This is an optimization exercise on Yosys and OpenROAD, whose aim is small area, a short achievable clock period and few clock cycles per item, not a production implementation. In this exercise RTL edits were held to simulation tests only and were not proved equivalent to the original. Power is estimated from default activity; no workload was simulated.

<file path="flow/design.v">
module psg_core (
    input  wire        clk,
    input  wire        rst,
    input  wire        wr_en,
    input  wire [3:0]  wr_addr,
    input  wire [7:0]  wr_data,
    input  wire        tick,
    output wire [13:0] mix
);
    localparam [1:0] SU = 2'd0, SD = 2'd1, HT = 2'd2, HB = 2'd3;
    reg [7:0] regs [0:13];
    reg [11:0] tone_cnt [0:2];
    reg [2:0]  tone_lvl;
    reg [5:0]  noise_cnt;
    reg [16:0] lfsr;
    reg [15:0] env_cnt;
    reg        env_seg;
    reg [4:0]  env_lvl;
    wire [11:0] tone_per [0:2];
    assign tone_per[0] = ({regs[1][3:0], regs[0]} == 12'd0) ? 12'd1 : {regs[1][3:0], regs[0]};
    assign tone_per[1] = ({regs[3][3:0], regs[2]} == 12'd0) ? 12'd1 : {regs[3][3:0], regs[2]};
    assign tone_per[2] = ({regs[5][3:0], regs[4]} == 12'd0) ? 12'd1 : {regs[5][3:0], regs[4]};
    wire [4:0]  noise_per = (regs[6][4:0] == 5'd0) ? 5'd1 : regs[6][4:0];
    wire [15:0] env_per   = ({regs[12], regs[11]} == 16'd0) ? 16'd1 : {regs[12], regs[11]};
    wire [3:0]  env_shape = regs[13][3:0];
    function [1:0] seg_kind(input [3:0] shape, input seg);
        begin
            case (shape)
                4'd8:    seg_kind = seg ? SD : SD;
                4'd9:    seg_kind = seg ? HB : SD;
                4'd10:   seg_kind = seg ? SU : SD;
                4'd11:   seg_kind = seg ? HT : SD;
                4'd12:   seg_kind = seg ? SU : SU;
                4'd13:   seg_kind = seg ? HT : SU;
                4'd14:   seg_kind = seg ? SD : SU;
                4'd15:   seg_kind = seg ? HB : SU;
                default: seg_kind = seg ? HB : (shape[2] ? SU : SD);
            endcase
        end
    endfunction
    function [4:0] reseed(input [1:0] kind);
        reseed = (kind == SD || kind == HT) ? 5'd31 : 5'd0;
    endfunction
    function [11:0] dac(input [4:0] idx);
        begin
            case (idx)
      5'd0: dac = 12'd0;
      5'd1: dac = 12'd23;
      5'd2: dac = 12'd27;
      5'd3: dac = 12'd33;
      5'd4: dac = 12'd39;
      5'd5: dac = 12'd46;
      5'd6: dac = 12'd55;
      5'd7: dac = 12'd65;
      5'd8: dac = 12'd77;
      5'd9: dac = 12'd92;
      5'd10: dac = 12'd109;
      5'd11: dac = 12'd129;
      5'd12: dac = 12'd154;
      5'd13: dac = 12'd183;
      5'd14: dac = 12'd217;
      5'd15: dac = 12'd258;
      5'd16: dac = 12'd307;
      5'd17: dac = 12'd365;
      5'd18: dac = 12'd434;
      5'd19: dac = 12'd516;
      5'd20: dac = 12'd613;
      5'd21: dac = 12'd728;
      5'd22: dac = 12'd865;
      5'd23: dac = 12'd1029;
      5'd24: dac = 12'd1223;
      5'd25: dac = 12'd1453;
      5'd26: dac = 12'd1727;
      5'd27: dac = 12'd2052;
      5'd28: dac = 12'd2439;
      5'd29: dac = 12'd2899;
      5'd30: dac = 12'd3446;
      default: dac = 12'd4095;
            endcase
        end
    endfunction
    integer i;
    always @(posedge clk) begin
        if (rst) begin
            for (i = 0; i < 14; i = i + 1)
                regs[i] <= 8'd0;
        end else if (wr_en && wr_addr < 4'd14) begin
            regs[wr_addr] <= wr_data;
        end
    end
    always @(posedge clk) begin
        if (rst) begin
            for (i = 0; i < 3; i = i + 1)
                tone_cnt[i] <= 12'd0;
            tone_lvl <= 3'b000;
        end else if (tick) begin
            for (i = 0; i < 3; i = i + 1) begin
                if ({1'b0, tone_cnt[i]} + 13'd1 >= {1'b0, tone_per[i]}) begin
                    tone_cnt[i] <= 12'd0;
                    tone_lvl[i] <= ~tone_lvl[i];
                end else begin
                    tone_cnt[i] <= tone_cnt[i] + 12'd1;
                end
            end
        end
    end
    always @(posedge clk) begin
        if (rst) begin
            noise_cnt <= 6'd0;
            lfsr      <= 17'd1;
        end else if (tick) begin
            if ({1'b0, noise_cnt} + 7'd1 >= {1'b0, noise_per, 1'b0}) begin
                noise_cnt <= 6'd0;
                lfsr      <= {lfsr[0] ^ lfsr[3], lfsr[16:1]};
            end else begin
                noise_cnt <= noise_cnt + 6'd1;
            end
        end
    end
    wire [1:0] cur_kind = seg_kind(env_shape, env_seg);
    always @(posedge clk) begin
        if (rst) begin
            env_cnt <= 16'd0;
            env_seg <= 1'b0;
            env_lvl <= 5'd31;
        end else if (wr_en && wr_addr == 4'd13) begin
            env_cnt <= 16'd0;
            env_seg <= 1'b0;
            env_lvl <= reseed(seg_kind(wr_data[3:0], 1'b0));
        end else if (tick) begin
            if ({1'b0, env_cnt} + 17'd1 >= {1'b0, env_per}) begin
                env_cnt <= 16'd0;
                case (cur_kind)
                    SU: if (env_lvl == 5'd31) begin
                            env_seg <= ~env_seg;
                            env_lvl <= reseed(seg_kind(env_shape, ~env_seg));
                        end else begin
                            env_lvl <= env_lvl + 5'd1;
                        end
                    SD: if (env_lvl == 5'd0) begin
                            env_seg <= ~env_seg;
                            env_lvl <= reseed(seg_kind(env_shape, ~env_seg));
                        end else begin
                            env_lvl <= env_lvl - 5'd1;
                        end
                    default: ;
                endcase
            end else begin
                env_cnt <= env_cnt + 16'd1;
            end
        end
    end
    wire       noise_bit = lfsr[0];
    wire [2:0] t_off = regs[7][2:0];
    wire [2:0] n_off = regs[7][5:3];
    reg  [11:0] chan [0:2];
    reg  [4:0]  idx;
    reg         out_bit;
    always @(*) begin
        for (i = 0; i < 3; i = i + 1) begin
            out_bit = (tone_lvl[i] | t_off[i]) & (noise_bit | n_off[i]);
            idx     = regs[8 + i][4] ? env_lvl : {regs[8 + i][3:0], 1'b1};
            chan[i] = out_bit ? dac(idx) : dac(5'd0);
        end
    end
    assign mix = {2'b00, chan[0]} + {2'b00, chan[1]} + {2'b00, chan[2]};
endmodule
module fir_rom (
    input  wire [7:0]         addr,
    output reg  signed [15:0] coef
);
    always @(*) begin
        case (addr)
      8'd0: coef = 16'sd0;
      8'd1: coef = 16'sd0;
      8'd2: coef = -16'sd1;
      8'd3: coef = -16'sd1;
      8'd4: coef = -16'sd2;
      8'd5: coef = -16'sd2;
      8'd6: coef = -16'sd1;
      8'd7: coef = 16'sd0;
      8'd8: coef = 16'sd1;
      8'd9: coef = 16'sd2;
      8'd10: coef = 16'sd3;
      8'd11: coef = 16'sd4;
      8'd12: coef = 16'sd5;
      8'd13: coef = 16'sd5;
      8'd14: coef = 16'sd4;
      8'd15: coef = 16'sd1;
      8'd16: coef = -16'sd2;
      8'd17: coef = -16'sd5;
      8'd18: coef = -16'sd8;
      8'd19: coef = -16'sd11;
      8'd20: coef = -16'sd12;
      8'd21: coef = -16'sd11;
      8'd22: coef = -16'sd8;
      8'd23: coef = -16'sd3;
      8'd24: coef = 16'sd3;
      8'd25: coef = 16'sd10;
      8'd26: coef = 16'sd17;
      8'd27: coef = 16'sd22;
      8'd28: coef = 16'sd23;
      8'd29: coef = 16'sd22;
      8'd30: coef = 16'sd16;
      8'd31: coef = 16'sd6;
      8'd32: coef = -16'sd6;
      8'd33: coef = -16'sd19;
      8'd34: coef = -16'sd31;
      8'd35: coef = -16'sd40;
      8'd36: coef = -16'sd43;
      8'd37: coef = -16'sd39;
      8'd38: coef = -16'sd28;
      8'd39: coef = -16'sd10;
      8'd40: coef = 16'sd11;
      8'd41: coef = 16'sd34;
      8'd42: coef = 16'sd54;
      8'd43: coef = 16'sd68;
      8'd44: coef = 16'sd72;
      8'd45: coef = 16'sd65;
      8'd46: coef = 16'sd46;
      8'd47: coef = 16'sd17;
      8'd48: coef = -16'sd18;
      8'd49: coef = -16'sd55;
      8'd50: coef = -16'sd88;
      8'd51: coef = -16'sd109;
      8'd52: coef = -16'sd116;
      8'd53: coef = -16'sd104;
      8'd54: coef = -16'sd74;
      8'd55: coef = -16'sd27;
      8'd56: coef = 16'sd29;
      8'd57: coef = 16'sd87;
      8'd58: coef = 16'sd138;
      8'd59: coef = 16'sd172;
      8'd60: coef = 16'sd181;
      8'd61: coef = 16'sd163;
      8'd62: coef = 16'sd115;
      8'd63: coef = 16'sd43;
      8'd64: coef = -16'sd45;
      8'd65: coef = -16'sd135;
      8'd66: coef = -16'sd214;
      8'd67: coef = -16'sd267;
      8'd68: coef = -16'sd283;
      8'd69: coef = -16'sd254;
      8'd70: coef = -16'sd180;
      8'd71: coef = -16'sd67;
      8'd72: coef = 16'sd71;
      8'd73: coef = 16'sd215;
      8'd74: coef = 16'sd342;
      8'd75: coef = 16'sd429;
      8'd76: coef = 16'sd458;
      8'd77: coef = 16'sd415;
      8'd78: coef = 16'sd297;
      8'd79: coef = 16'sd112;
      8'd80: coef = -16'sd120;
      8'd81: coef = -16'sd371;
      8'd82: coef = -16'sd602;
      8'd83: coef = -16'sd774;
      8'd84: coef = -16'sd849;
      8'd85: coef = -16'sd794;
      8'd86: coef = -16'sd591;
      8'd87: coef = -16'sd233;
      8'd88: coef = 16'sd266;
      8'd89: coef = 16'sd878;
      8'd90: coef = 16'sd1560;
      8'd91: coef = 16'sd2257;
      8'd92: coef = 16'sd2910;
      8'd93: coef = 16'sd3462;
      8'd94: coef = 16'sd3860;
      8'd95: coef = 16'sd4070;
      8'd96: coef = 16'sd4070;
      8'd97: coef = 16'sd3860;
      8'd98: coef = 16'sd3462;
      8'd99: coef = 16'sd2910;
      8'd100: coef = 16'sd2257;
      8'd101: coef = 16'sd1560;
      8'd102: coef = 16'sd878;
      8'd103: coef = 16'sd266;
      8'd104: coef = -16'sd233;
      8'd105: coef = -16'sd591;
      8'd106: coef = -16'sd794;
      8'd107: coef = -16'sd849;
      8'd108: coef = -16'sd774;
      8'd109: coef = -16'sd602;
      8'd110: coef = -16'sd371;
      8'd111: coef = -16'sd120;
      8'd112: coef = 16'sd112;
      8'd113: coef = 16'sd297;
      8'd114: coef = 16'sd415;
      8'd115: coef = 16'sd458;
      8'd116: coef = 16'sd429;
      8'd117: coef = 16'sd342;
      8'd118: coef = 16'sd215;
      8'd119: coef = 16'sd71;
      8'd120: coef = -16'sd67;
      8'd121: coef = -16'sd180;
      8'd122: coef = -16'sd254;
      8'd123: coef = -16'sd283;
      8'd124: coef = -16'sd267;
      8'd125: coef = -16'sd214;
      8'd126: coef = -16'sd135;
      8'd127: coef = -16'sd45;
      8'd128: coef = 16'sd43;
      8'd129: coef = 16'sd115;
      8'd130: coef = 16'sd163;
      8'd131: coef = 16'sd181;
      8'd132: coef = 16'sd172;
      8'd133: coef = 16'sd138;
      8'd134: coef = 16'sd87;
      8'd135: coef = 16'sd29;
      8'd136: coef = -16'sd27;
      8'd137: coef = -16'sd74;
      8'd138: coef = -16'sd104;
      8'd139: coef = -16'sd116;
      8'd140: coef = -16'sd109;
      8'd141: coef = -16'sd88;
      8'd142: coef = -16'sd55;
      8'd143: coef = -16'sd18;
      8'd144: coef = 16'sd17;
      8'd145: coef = 16'sd46;
      8'd146: coef = 16'sd65;
      8'd147: coef = 16'sd72;
      8'd148: coef = 16'sd68;
      8'd149: coef = 16'sd54;
      8'd150: coef = 16'sd34;
      8'd151: coef = 16'sd11;
      8'd152: coef = -16'sd10;
      8'd153: coef = -16'sd28;
      8'd154: coef = -16'sd39;
      8'd155: coef = -16'sd43;
      8'd156: coef = -16'sd40;
      8'd157: coef = -16'sd31;
      8'd158: coef = -16'sd19;
      8'd159: coef = -16'sd6;
      8'd160: coef = 16'sd6;
      8'd161: coef = 16'sd16;
      8'd162: coef = 16'sd22;
      8'd163: coef = 16'sd23;
      8'd164: coef = 16'sd22;
      8'd165: coef = 16'sd17;
      8'd166: coef = 16'sd10;
      8'd167: coef = 16'sd3;
      8'd168: coef = -16'sd3;
      8'd169: coef = -16'sd8;
      8'd170: coef = -16'sd11;
      8'd171: coef = -16'sd12;
      8'd172: coef = -16'sd11;
      8'd173: coef = -16'sd8;
      8'd174: coef = -16'sd5;
      8'd175: coef = -16'sd2;
      8'd176: coef = 16'sd1;
      8'd177: coef = 16'sd4;
      8'd178: coef = 16'sd5;
      8'd179: coef = 16'sd5;
      8'd180: coef = 16'sd4;
      8'd181: coef = 16'sd3;
      8'd182: coef = 16'sd2;
      8'd183: coef = 16'sd1;
      8'd184: coef = 16'sd0;
      8'd185: coef = -16'sd1;
      8'd186: coef = -16'sd2;
      8'd187: coef = -16'sd2;
      8'd188: coef = -16'sd1;
      8'd189: coef = -16'sd1;
      8'd190: coef = 16'sd0;
      8'd191: coef = 16'sd0;
      default: coef = 16'sd0;
        endcase
    end
endmodule
module psg_fir (
    input  wire               clk,
    input  wire               rst,
    input  wire [15:0]        step,
    input  wire               wr_en,
    input  wire [3:0]         wr_addr,
    input  wire [7:0]         wr_data,
    input  wire               pull,
    output wire               ready,
    output reg                sample_valid,
    output reg  signed [15:0] sample
);
    localparam TAPS = 192;
    localparam [1:0] S_IDLE = 2'd0, S_SUB = 2'd1, S_MAC = 2'd2, S_OUT = 2'd3;
    reg  [1:0]  state;
    reg  [3:0]  sub_cnt;
    reg  [7:0]  tap;
    reg  [15:0] phase;
    reg         ticked;           
    reg  [13:0] held;             
    reg  [13:0] hist [0:TAPS-1];  
    reg  signed [31:0] acc;
    assign ready = (state == S_IDLE);
    wire        accept = ready && pull;
    wire [16:0] phase_sum = {1'b0, phase} + {1'b0, step};
    wire        do_step = (state == S_SUB) && (sub_cnt < 4'd8);
    wire        tick = do_step && phase_sum[16];
    wire        push = (state == S_SUB) && (sub_cnt != 4'd0);
    wire [13:0] mix;
    psg_core u_core (
        .clk     (clk),
        .rst     (rst),
        .wr_en   (wr_en && ready),
        .wr_addr (wr_addr),
        .wr_data (wr_data),
        .tick    (tick),
        .mix     (mix)
    );
    wire [13:0] u = ticked ? mix : held;
    wire signed [15:0] coef;
    wire [7:0] coef_addr = 8'd191 - tap;
    fir_rom u_rom (
        .addr (coef_addr),
        .coef (coef)
    );
    wire signed [31:0] prod = coef * $signed({1'b0, hist[TAPS-1]});
    wire signed [31:0] acc_next = acc + prod;
    wire signed [31:0] scaled = acc >>> 14;
    integer i;
    always @(posedge clk) begin
        if (rst) begin
            state        <= S_IDLE;
            sub_cnt      <= 4'd0;
            tap          <= 8'd0;
            phase        <= 16'd0;
            ticked       <= 1'b0;
            held         <= 14'd0;
            acc          <= 32'sd0;
            sample_valid <= 1'b0;
            sample       <= 16'sd0;
            for (i = 0; i < TAPS; i = i + 1)
                hist[i] <= 14'd0;
        end else begin
            sample_valid <= 1'b0;
            ticked       <= tick;
            if (do_step)
                phase <= phase_sum[15:0];
            if (push) begin
                held <= u;
                hist[0] <= u;
                for (i = 1; i < TAPS; i = i + 1)
                    hist[i] <= hist[i-1];
            end else if (state == S_MAC) begin
                hist[0] <= hist[TAPS-1];
                for (i = 1; i < TAPS; i = i + 1)
                    hist[i] <= hist[i-1];
            end
            case (state)
                S_IDLE: if (accept) begin
                    state   <= S_SUB;
                    sub_cnt <= 4'd0;
                end
                S_SUB: begin
                    if (sub_cnt == 4'd8) begin
                        state <= S_MAC;
                        tap   <= 8'd0;
                        acc   <= 32'sd0;
                    end
                    sub_cnt <= sub_cnt + 4'd1;
                end
                S_MAC: begin
                    acc <= acc_next;
                    tap <= tap + 8'd1;
                    if (tap == TAPS - 1)
                        state <= S_OUT;
                end
                S_OUT: begin
                    if (scaled > 32'sd32767)
                        sample <= 16'sd32767;
                    else if (scaled < -32'sd32768)
                        sample <= -16'sd32768;
                    else
                        sample <= scaled[15:0];
                    sample_valid <= 1'b1;
                    state        <= S_IDLE;
                end
            endcase
        end
    end
endmodule
</file>
<file path="flow/run.sh">
#!/bin/bash
# synth_recipe.tcl (not shown) runs the flow's synth.tcl, then flattens the netlist and writes it again
# the make line also repeats each setting of config.mk as NAME=value (left out here)
make -C /OpenROAD-flow-scripts/flow DESIGN_CONFIG=/design/flow/config.mk WORK_HOME=/design/flow/orfs CLKGATE_MAP_FILE= SYNTH_SCRIPT=/design/flow/synth_recipe.tcl finish
</file>
<file path="flow/config.mk">
export PLATFORM = sky130hd
export DESIGN_NAME = psg_fir
export DESIGN_NICKNAME = psg_fir
export VERILOG_FILES = /design/flow/design.v
export SDC_FILE = /design/flow/constraint.sdc
export NUM_CORES = 4
export LEC_CHECK = 0
export CAP_MARGIN = 20
export CORE_MARGIN = 2
export CORE_UTILIZATION = 40
export SLEW_MARGIN = 20
</file>
<file path="flow/constraint.sdc">
create_clock -name core_clock -period 12.0 [get_ports {clk}]
set_input_delay 2.4000 -clock core_clock [delete_from_list [all_inputs] [get_ports {clk}]]
set_output_delay 2.4000 -clock core_clock [all_outputs]
set_load 0.01 [all_outputs]
</file>
==> results.txt <==
-- registers in the layout (all words and copies together), names as in the netlist, 6 cells and up --
signal / count
u_core.env_cnt: 16
acc: 32
u_core.regs: 82
u_core.noise_cnt: 6
tap: 8
held: 14
hist: 2688
u_core.tone_cnt: 36
u_core.lfsr: 17
phase: 16
sample: 16
-- stage by stage --
| step | std cells | utilization |
|---|---|---|
| 2_1_floorplan | 15022 | - |
| 3_3_place_gp | 18023 | 0.4092 |
| 3_5_place_dp | 18023 | 0.4092 |
| 4_1_cts | 18585 | 0.4449 |
| 5_1_grt | 18588 | 0.4449 |
| 6_report | 18592 | 0.4450 |
-- cells in the mapped netlist (7+ instances only) --
cell type	n
sky130_fd_sc_hd__nand2_1	5641
sky130_fd_sc_hd__a21oi_1	2910
sky130_fd_sc_hd__dfxtp_1	2866
sky130_fd_sc_hd__clkbuf_1	1027
sky130_fd_sc_hd__inv_1	402
sky130_fd_sc_hd__nor2_1	251
sky130_fd_sc_hd__ha_1	229
sky130_fd_sc_hd__fa_1	225
sky130_fd_sc_hd__o21ai_0	198
sky130_fd_sc_hd__and2_1	183
sky130_fd_sc_hd__nand3_1	108
sky130_fd_sc_hd__xor2_1	94
sky130_fd_sc_hd__edfxtp_1	82
sky130_fd_sc_hd__nand2b_1	58
sky130_fd_sc_hd__xnor2_1	56
sky130_fd_sc_hd__mux2i_1	55
sky130_fd_sc_hd__a211oi_1	50
sky130_fd_sc_hd__nor3_1	49
sky130_fd_sc_hd__o211ai_1	44
sky130_fd_sc_hd__nor2b_1	41
sky130_fd_sc_hd__and3_1	39
sky130_fd_sc_hd__a21o_1	36
sky130_fd_sc_hd__buf_2	34
sky130_fd_sc_hd__a31oi_1	28
sky130_fd_sc_hd__o21a_1	21
sky130_fd_sc_hd__o311ai_0	15
sky130_fd_sc_hd__o31ai_1	14
sky130_fd_sc_hd__a21boi_0	13
sky130_fd_sc_hd__buf_1	13
sky130_fd_sc_hd__mux2_2	13
sky130_fd_sc_hd__nor4_1	13
sky130_fd_sc_hd__o22ai_1	13
sky130_fd_sc_hd__or2_2	13
sky130_fd_sc_hd__or3_1	13
sky130_fd_sc_hd__nand4_1	10
sky130_fd_sc_hd__nand3b_1	9
sky130_fd_sc_hd__o2111ai_1	9
sky130_fd_sc_hd__o21ai_1	9
sky130_fd_sc_hd__or4_1	8
sky130_fd_sc_hd__a221oi_1	7
sky130_fd_sc_hd__buf_4	7
sky130_fd_sc_hd__nand4b_1	7
-- worst max-delay path, stage by stage (launching register included) --
cell and delay (ns):
sky130_fd_sc_hd__dfxtp_1 0.78, sky130_fd_sc_hd__clkinv_1 0.49, sky130_fd_sc_hd__ha_1 0.90, sky130_fd_sc_hd__o21ai_0 0.39, sky130_fd_sc_hd__o21a_1 0.20, sky130_fd_sc_hd__buf_4 0.20, sky130_fd_sc_hd__and2_1 0.20, sky130_fd_sc_hd__fa_1 0.77
sky130_fd_sc_hd__inv_1 0.11, sky130_fd_sc_hd__fa_1 0.59, sky130_fd_sc_hd__fa_1 0.57, sky130_fd_sc_hd__inv_1 0.06, sky130_fd_sc_hd__fa_1 0.50, sky130_fd_sc_hd__fa_1 0.54, sky130_fd_sc_hd__inv_1 0.05, sky130_fd_sc_hd__fa_1 0.53
sky130_fd_sc_hd__inv_1 0.04, sky130_fd_sc_hd__ha_1 0.35, sky130_fd_sc_hd__and3_1 0.25, sky130_fd_sc_hd__nand2_1 0.09, sky130_fd_sc_hd__or3_1 0.35, sky130_fd_sc_hd__o22ai_1 0.27, sky130_fd_sc_hd__o221ai_1 0.23, sky130_fd_sc_hd__o21ai_1 0.23
sky130_fd_sc_hd__nand2_1 0.12, sky130_fd_sc_hd__o2111ai_1 0.11, sky130_fd_sc_hd__o211ai_1 0.11
-- kinds of logic (layout without fill, tap and decap cells) --
family	count (synthesis)	count (layout)	synth area share
other	0	6	0
DFF	2948	2948	0.5038
adders and majority gates	454	454	0.06205
AOI/OAI and AO/OA	3447	3447	0.1532
muxes	71	71	0.006437
and+or+nand+nor	6461	6461	0.2154
xor gates and xnor gates	150	150	0.01106
buffers and inverters	1491	1116	0.04802
-- where the power goes --
part	total, µW	internal, µW	switching (µW)
registers	9910	9880	34.1
logic	3280	386	2900
clock network	9760	5840	3920
total	23000	16100	6850
-- how the worst min path moves through the flow --
stage	from	end	cells after the start
final	hist[51][9]	hist[52][9]	2
after global routing	hist[128][0]	hist[129][0]	2
after CTS	hist[84][11]	hist[85][11]	2
after detailed placement	held[11]	held[11]	2
after global placement	acc[13]	acc[13]	2
after floorplan	acc[13]	acc[13]	2
-- area by class of cell --
cell class / count / area (µm²)
inverters: 405 / 1520
well taps: 3939 / 4928
clock inverters: 101 / 1177
clock buffers: 461 / 9370
multi-input cells: 10583 / 53270
fillers: 29615 / 164300
repair buffers: 149 / 1594
diodes: 6 / 15.01
flip-flops and latches: 2948 / 59840
-- metal layers --
layer  GRT usage  up-vias
met5           0        -
met4     0.04285        0
met3     0.01949      365
met2      0.2562      968
met1      0.2023    42218
li1            -    47405
==> summary.md <==
| Metric | Value |
|---|---|
| Synthesized flop and latch total | 2948 |
| Via Count | 90956 |
| Die extent in x | 548.9 µm |
| Run status | complete, no violations |
| Wire length on met2 | 106.8 mm |
| CTS buffer count | 317 |
| CTS clk-pin slew, worst paths | 0.06 ns |
| Synth Flop Type | sky130_fd_sc_hd__dfxtp_1 |
| Layout area overhead | 10.91% |
| Fraction of the yosys area taken by sequential cells | 0.5038 |
| Setup slack after placement | 2.904 ns |
| Maximum fanout along the worst path | 22 |
| All-layer global routing usage | 0.1515 |
| Maxcap violations | 0 |
| Largest net degree at the start of global routing | 240 |
| Count of final hold-check violations | 0 |
| Final cell area excluding filler cells | 131700 µm² |
| Count of yosys warnings during synthesis | 6 |
| Total chip power | 22960 µW |
| Routed length on met1 | 115.9 mm |
| Beginning of the critical path | tap[6] |
| Critical Setup Path Class | flip-flop to flip-flop |
| Height of the chip | approximately 550 µm |
| Aggregate routed wire length | 236.5 mm |
| Number of levels in the clock H-tree | 5 |
| Worst EP arrival | between 9 and 10 ns |
| Worst setup skew after layout | 0.03900 ns |
| Overflow left after global routing | 0 |
| IO buf count | 49 |
| Cell accounting for the most synthesized area | sky130_fd_sc_hd__dfxtp_1 |
| Wirelength per Cell | 12.72 µm |
| Final worst setup slack | 2.819 ns |
| Fin nets | 14890 |
| Top routing layer used | met4 |
| Setup TNS Final | 0 ns |
| Time the worst path needs with I/O delays and setup | between 9 and 10 ns |
| Count of mapped cells out of synthesis | about 15000 |
| Max-slew headroom at the worst pin | 0.2008 |
| Count of cell types in the netlist | 86 |
| CTS Hold Buffers Added | 0 |
| Critical Path Sink Type | flip-flop |
| Antenna violations before repair | 10 |
| Vias in the first global route | about 85000 |
| I/O Pins | 50 |
| Final setup violation count | 0 |
| Data required time of the critical path | roughly 13 ns |
| RSZ-0062 raised after global routing | false |
| Detail Route met3 WL | 7.637 mm |
| Syn avg cell area | roughly 7.9 µm² |
| Max Slew Vio Count | 0 |
| Detail-routed via count per cell | 4.892 |
| Global-route wire length before repair | 403.7 mm |
| Antenna viol nets, final | 0 |
| Reg-to-Reg Start | tap[6] |
| CTS tree | done |
| Site Rows | 200 |
| Termination of the worst setup path | acc[31] |
| Highest-count cells in the layout ignoring fill and taps | sky130_fd_sc_hd__nand2_1 (5640), sky130_fd_sc_hd__a21oi_1 (2909), sky130_fd_sc_hd__dfxtp_1 (2862), sky130_fd_sc_hd__inv_1 (402), sky130_fd_sc_hd__clkbuf_16 (330) |
| Post-detailed-placement cell area | 121100 µm² |
| Post-synth design cell area | ~120000 µm² |
| Layout cells sized above 1 | 0.04472 |
| Number of clock sinks | 2948 |
| Tcrit/Tclk final | 0.7651 |
| Clock root buffer | sky130_fd_sc_hd__clkbuf_16 |
| Total power per unit cell area | 174.3 nW/µm² |
| Number of design rule violations left after detail routing | 0 |
| Worst reg2reg endpoint | acc[31] |
| Resized cells post-CTS | 0 |
| Gp weighted congestion | 0.8342 |
| DR iter-0 viols | 6625 |
| Peak supply drop | 167.1 µV |
| Startpoint kind of the worst setup timing path | flip-flop |
| Leak | roughly 0.045 µW |
| Total half-perimeter wirelength after legalization and detailed placement | 130.6 mm |
| Fraction of synthesized cell area taken by the top area cell type | 0.4831 |
| Synthesized netlist net count | 15508 |
| Bufs on Longest Clock Path | 4 |
| Reg2reg path depth | 26 |
| Class of the worst hold path | flip-flop to flip-flop |
| Clock latency of the later-clocked register in the worst-skew pair | 0.87 ns |
| Fmax | 108.9 MHz |
| Post-synthesis async set-or-reset flop share | 0 |
| Most frequent standard cell in the layout excluding fill and tap cells | sky130_fd_sc_hd__nand2_1 |
| Number of detailed-route iterations in the first pass | 5 |
| Initial Utilization | 0.4012 |
| Area of the die | 301300 µm² |
| Hold Slack | 0.4186 ns |
| Core Footprint | 296000 µm² |
| Post-CTS setup-driven buffer insertion count | 0 |
| Register-to-Register Setup Slack | around 2.8 ns |
| Most area-consuming cells after synthesis | sky130_fd_sc_hd__dfxtp_1 (48%), sky130_fd_sc_hd__nand2_1 (18%), sky130_fd_sc_hd__a21oi_1 (12%), sky130_fd_sc_hd__fa_1 (3.8%), sky130_fd_sc_hd__clkbuf_1 (3.2%) |
| Actual transition at the worst max-transition pin | 1.199 ns |
| EDFF count, synth | 82 |
Testbench counts, summed over its fixed seeds: cycles 489,296, items 2,400.

==> what the ideal ports hide <==
Ports are ideal in the flow. The routed layout listed here was re-timed in OpenROAD.
Step 1 assumes that a clkbuf_16 drives the clock port and a buf_2 every other input.
Step 2 adds t to the input delays and takes it off the output delays; t is the mean of the earliest and latest rising clock arrival at the registers after step 1. Input paths then give back, and output paths get back, about the clock's delay inside the block.
Slacks: ideal ports / drivers / drivers and shift; pairs: ideal ports / drivers.
shift t [ns]: 0.945
setup WS [ns]: 2.819 / 2.819 / 2.819
hold slack, ns: 0.419 / 0.419 / 0.419
latest minus earliest clock arrival (ns): 0.048 / 0.048
After both steps this run still meets setup and hold. The setup slack of this run moves by 0.000 ns with the drivers and by 0.000 ns with both steps.
